Context: an optimization exercise on an open-source flow, tuned for small area. The choices shown serve that exercise and are no tape-out recipe.
Only simulation tests tie the RTL to the original design; equivalence was not proved.

==> run C <==
==> flow/design.v (excerpt) <==
module dgd_raster (
    input  wire        clk,
    input  wire        rst,           
    input  wire        cmd_valid,
    output wire        cmd_ready,
    input  wire [2:0]  cmd_op,        
    input  wire        cmd_value,
    input  wire        cmd_filled,
    input  wire [15:0] cmd_h0,
    input  wire [15:0] cmd_h1,
    input  wire [15:0] cmd_h2,
    input  wire [15:0] cmd_h3,
    input  wire [15:0] cmd_h4,
    input  wire [7:0]  cv_width,
    input  wire [5:0]  cv_pages,
    output wire        pix_valid,
    input  wire        pix_ready,
    output wire [7:0]  pix_x,
    output wire [8:0]  pix_y,
    output wire [13:0] pix_addr,
    output wire        pix_v
);
Settings: LEC_CHECK=0, ABC_AREA=1, CAP_MARGIN=20, CORE_MARGIN=2, CORE_UTILIZATION=40, SLEW_MARGIN=20; clock period 14.0 ns.
standard.sh (not shown) runs the stock make flow with config.mk's settings and CLKGATE_MAP_FILE= SYNTH_SCRIPT=/design/flow/synth_recipe.tcl, a recipe that flattens the netlist after the stock synthesis.
==> flow/flow/run.sh <==
#!/bin/bash
# The standard layout (standard.sh, unchanged synthesis, floorplan, power grid,
# placement and routing) with two settings changed:
#  - every port still gets a buffer, but the smallest one (buf_1);
#  - the clock tree is built from clkbuf_8 cells, without dummy loads.
# make's full output goes to make.log here; ORFS's per-step logs stay under orfs/logs.
set -euo pipefail
bash standard.sh \
  "BUFFER_PORTS_ARGS=-buffer_cell sky130_fd_sc_hd__buf_1" \
  "CTS_ARGS=-sink_clustering_enable -repair_clock_nets -dont_use_dummy_load -buf_list sky130_fd_sc_hd__clkbuf_8" \
  finish > make.log 2>&1
==> run H (differences from run C) <==
--- a/flow/design.v
+++ b/flow/design.v
@@ -100,12 +100,19 @@
     reg wX, wY, w0, w1, w2, w3;
     reg capFX, capFY, capS, capZ, capC, zN;
     reg stepx, stepy, sxn, syn, ndec;
     wire slot_rf = (st == S_EMIT) && isRect && fill && ZF;    
     wire bres    = isLine;
     wire vline   = (isRect && !fill && k[1]) || (isCross && k[0]);
+    wire ay  = (st == S_A2) || (st == S_A4) || (st == S_A6);    
+    wire aUn = ay ? UYn : UXn;
+    wire aUz = ay ? UYz : UXz;
+    wire bUn = ay ? UXn : UYn;
+    wire bUz = ay ? UXz : UYz;
+    wire aqp = (st == S_A3) || (st == S_A4);                    
+    wire arp = (st == S_A2) || (st == S_A3) || (st == S_A5);    
     always @(*) begin
         p = 1'b0; q = 1'b0; qi = 1'b0; qc = 1'b0; r = 1'b0; ri = 1'b0; rc = 1'b0;
         wX = 1'b0; wY = 1'b0; w0 = 1'b0; w1 = 1'b0; w2 = 1'b0; w3 = 1'b0;
         capFX = 1'b0; capFY = 1'b0; capS = 1'b0; capZ = 1'b0; capC = 1'b0; zN = 1'b0;
         stepx = 1'b0; stepy = 1'b0; ndec = 1'b0;
         sxn = FXn;
@@ -150,43 +157,21 @@
                     stepx = 1'b1; sxn = 1'b0;
                 end else begin
                     stepx = ~vline; stepy = vline;
                     ndec = 1'b1; capZ = 1'b1; zN = 1'b1;
                 end
             end
-            S_A1: begin    
-                q = ~UXz & b4;  qi = ~UXz & ~UXn; qc = ~UXz & ~UXn;
-                r = ~UYz & hs4; ri = ~UYz & ~UYn; rc = ~UYz & (~UYn ^ hcorr);
-                w0 = 1'b1; capFX = 1'b1;
-            end
-            S_A2: begin    
-                q = ~UYz & b4;  qi = ~UYz & ~UYn; qc = ~UYz & ~UYn;
-                r = ~UXz & hs4; ri = ~UXz & UXn;  rc = ~UXz & (UXn ^ hcorr);
-                w1 = 1'b1; capFY = 1'b1;
-            end
-            S_A3: begin    
-                p = bX;
-                q = ~UXz & b4;  qi = ~UXz & UXn;  qc = ~UXz & UXn;
-                r = ~UYz & hs4; ri = ~UYz & UYn;  rc = ~UYz & (UYn ^ hcorr);
-                wX = 1'b1;
-            end
-            S_A4: begin    
-                p = bY;
-                q = ~UYz & b4;  qi = ~UYz & UYn;  qc = ~UYz & UYn;
-                r = ~UXz & hs4; ri = ~UXz & ~UXn; rc = ~UXz & (~UXn ^ hcorr);
-                wY = 1'b1;
-            end
-            S_A5: begin    
-                q = ~UXz & b4;  qi = ~UXz & ~UXn; qc = ~UXz & ~UXn;
-                r = ~UYz & hs4; ri = ~UYz & UYn;  rc = ~UYz & (UYn ^ hcorr);
-                w0 = 1'b1; capFX = 1'b1;
-            end
-            S_A6: begin    
-                q = ~UYz & b4;  qi = ~UYz & ~UYn; qc = ~UYz & ~UYn;
-                r = ~UXz & hs4; ri = ~UXz & ~UXn; rc = ~UXz & (~UXn ^ hcorr);
-                w1 = 1'b1; capFY = 1'b1;
+            S_A1, S_A2, S_A3, S_A4, S_A5, S_A6: begin
+                p  = (st == S_A3) ? bX : (st == S_A4) ? bY : 1'b0;
+                q  = ~aUz & b4;  qi = ~aUz & (aUn ~^ aqp); qc = qi;
+                r  = ~bUz & hs4; ri = ~bUz & (bUn ~^ arp); rc = ~bUz & ((bUn ~^ arp) ^ hcorr);
+                w0 = (st == S_A1) || (st == S_A5);
+                w1 = (st == S_A2) || (st == S_A6);
+                wX = (st == S_A3);
+                wY = (st == S_A4);
+                capFX = w0; capFY = w1;
             end
             S_C0: begin    
                 q = b0; qi = 1'b1; qc = 1'b1; rc = 1'b1; w2 = 1'b1; capS = 1'b1;
             end
             S_CR1: begin   
                 p = b3; r = bhw; ri = fill; rc = fill; wX = 1'b1;
==> flow/flow/run.sh (replaced) <==
#!/bin/bash
# The standard layout (standard.sh, unchanged synthesis, floorplan, power grid,
# placement and routing) with three settings changed:
#  - every port still gets a buffer, but the smallest one (buf_1);
#  - the clock tree is built from clkbuf_8 cells, without dummy loads;
#  - after global routing, gates off the critical paths are downsized
#    (ORFS's RECOVER_POWER step).
# make's full output goes to make.log here; ORFS's per-step logs stay under orfs/logs.
set -euo pipefail
bash standard.sh \
  "BUFFER_PORTS_ARGS=-buffer_cell sky130_fd_sc_hd__buf_1" \
  "CTS_ARGS=-sink_clustering_enable -repair_clock_nets -dont_use_dummy_load -buf_list sky130_fd_sc_hd__clkbuf_8" \
  "RECOVER_POWER=100" \
  finish > make.log 2>&1
==> out/summary.txt <==
Final period util - 0.415
Die Ht - 149 µm
first-pass GRT wire length - 36,000 µm
status - finished clean
post-synthesis compound-gate area fraction - 0.0969
Starting Density - 0.411
vias in the first global route - 6,685
-- figures above: run C

==> out/summary.txt <==
MaxCap Viol Count - 1
status - finished with violations
max-slew violation count - 39
first-pass GRT wire length - 37,800 µm
Failing Checks - max-capacitance violations, max-slew violations
-- figures above: run H

-- afterwards: timing with drivers on the ports --
In the flow no input, the clock included, has a driving cell. The finished layouts below were timed again as built, in two steps.
Step 1, drivers: a clkbuf_16 drives clk and a buf_2 each remaining input, both assumed.
Step 2 also shifts input and output timing later by t, the mid clock arrival at the registers, as if the neighbouring blocks saw the same clock.
Three values: no drivers, after step 1, after step 2; two values: the first two.
run | t (ns) | setup slack, ns | slew at the worst register clock pin (ns)
run C | 0.482 | 8.191 / 8.150 / 8.632 | 0.10 / 0.10
run H | 0.486 | 7.501 / 7.464 / 7.949 | 0.10 / 0.10
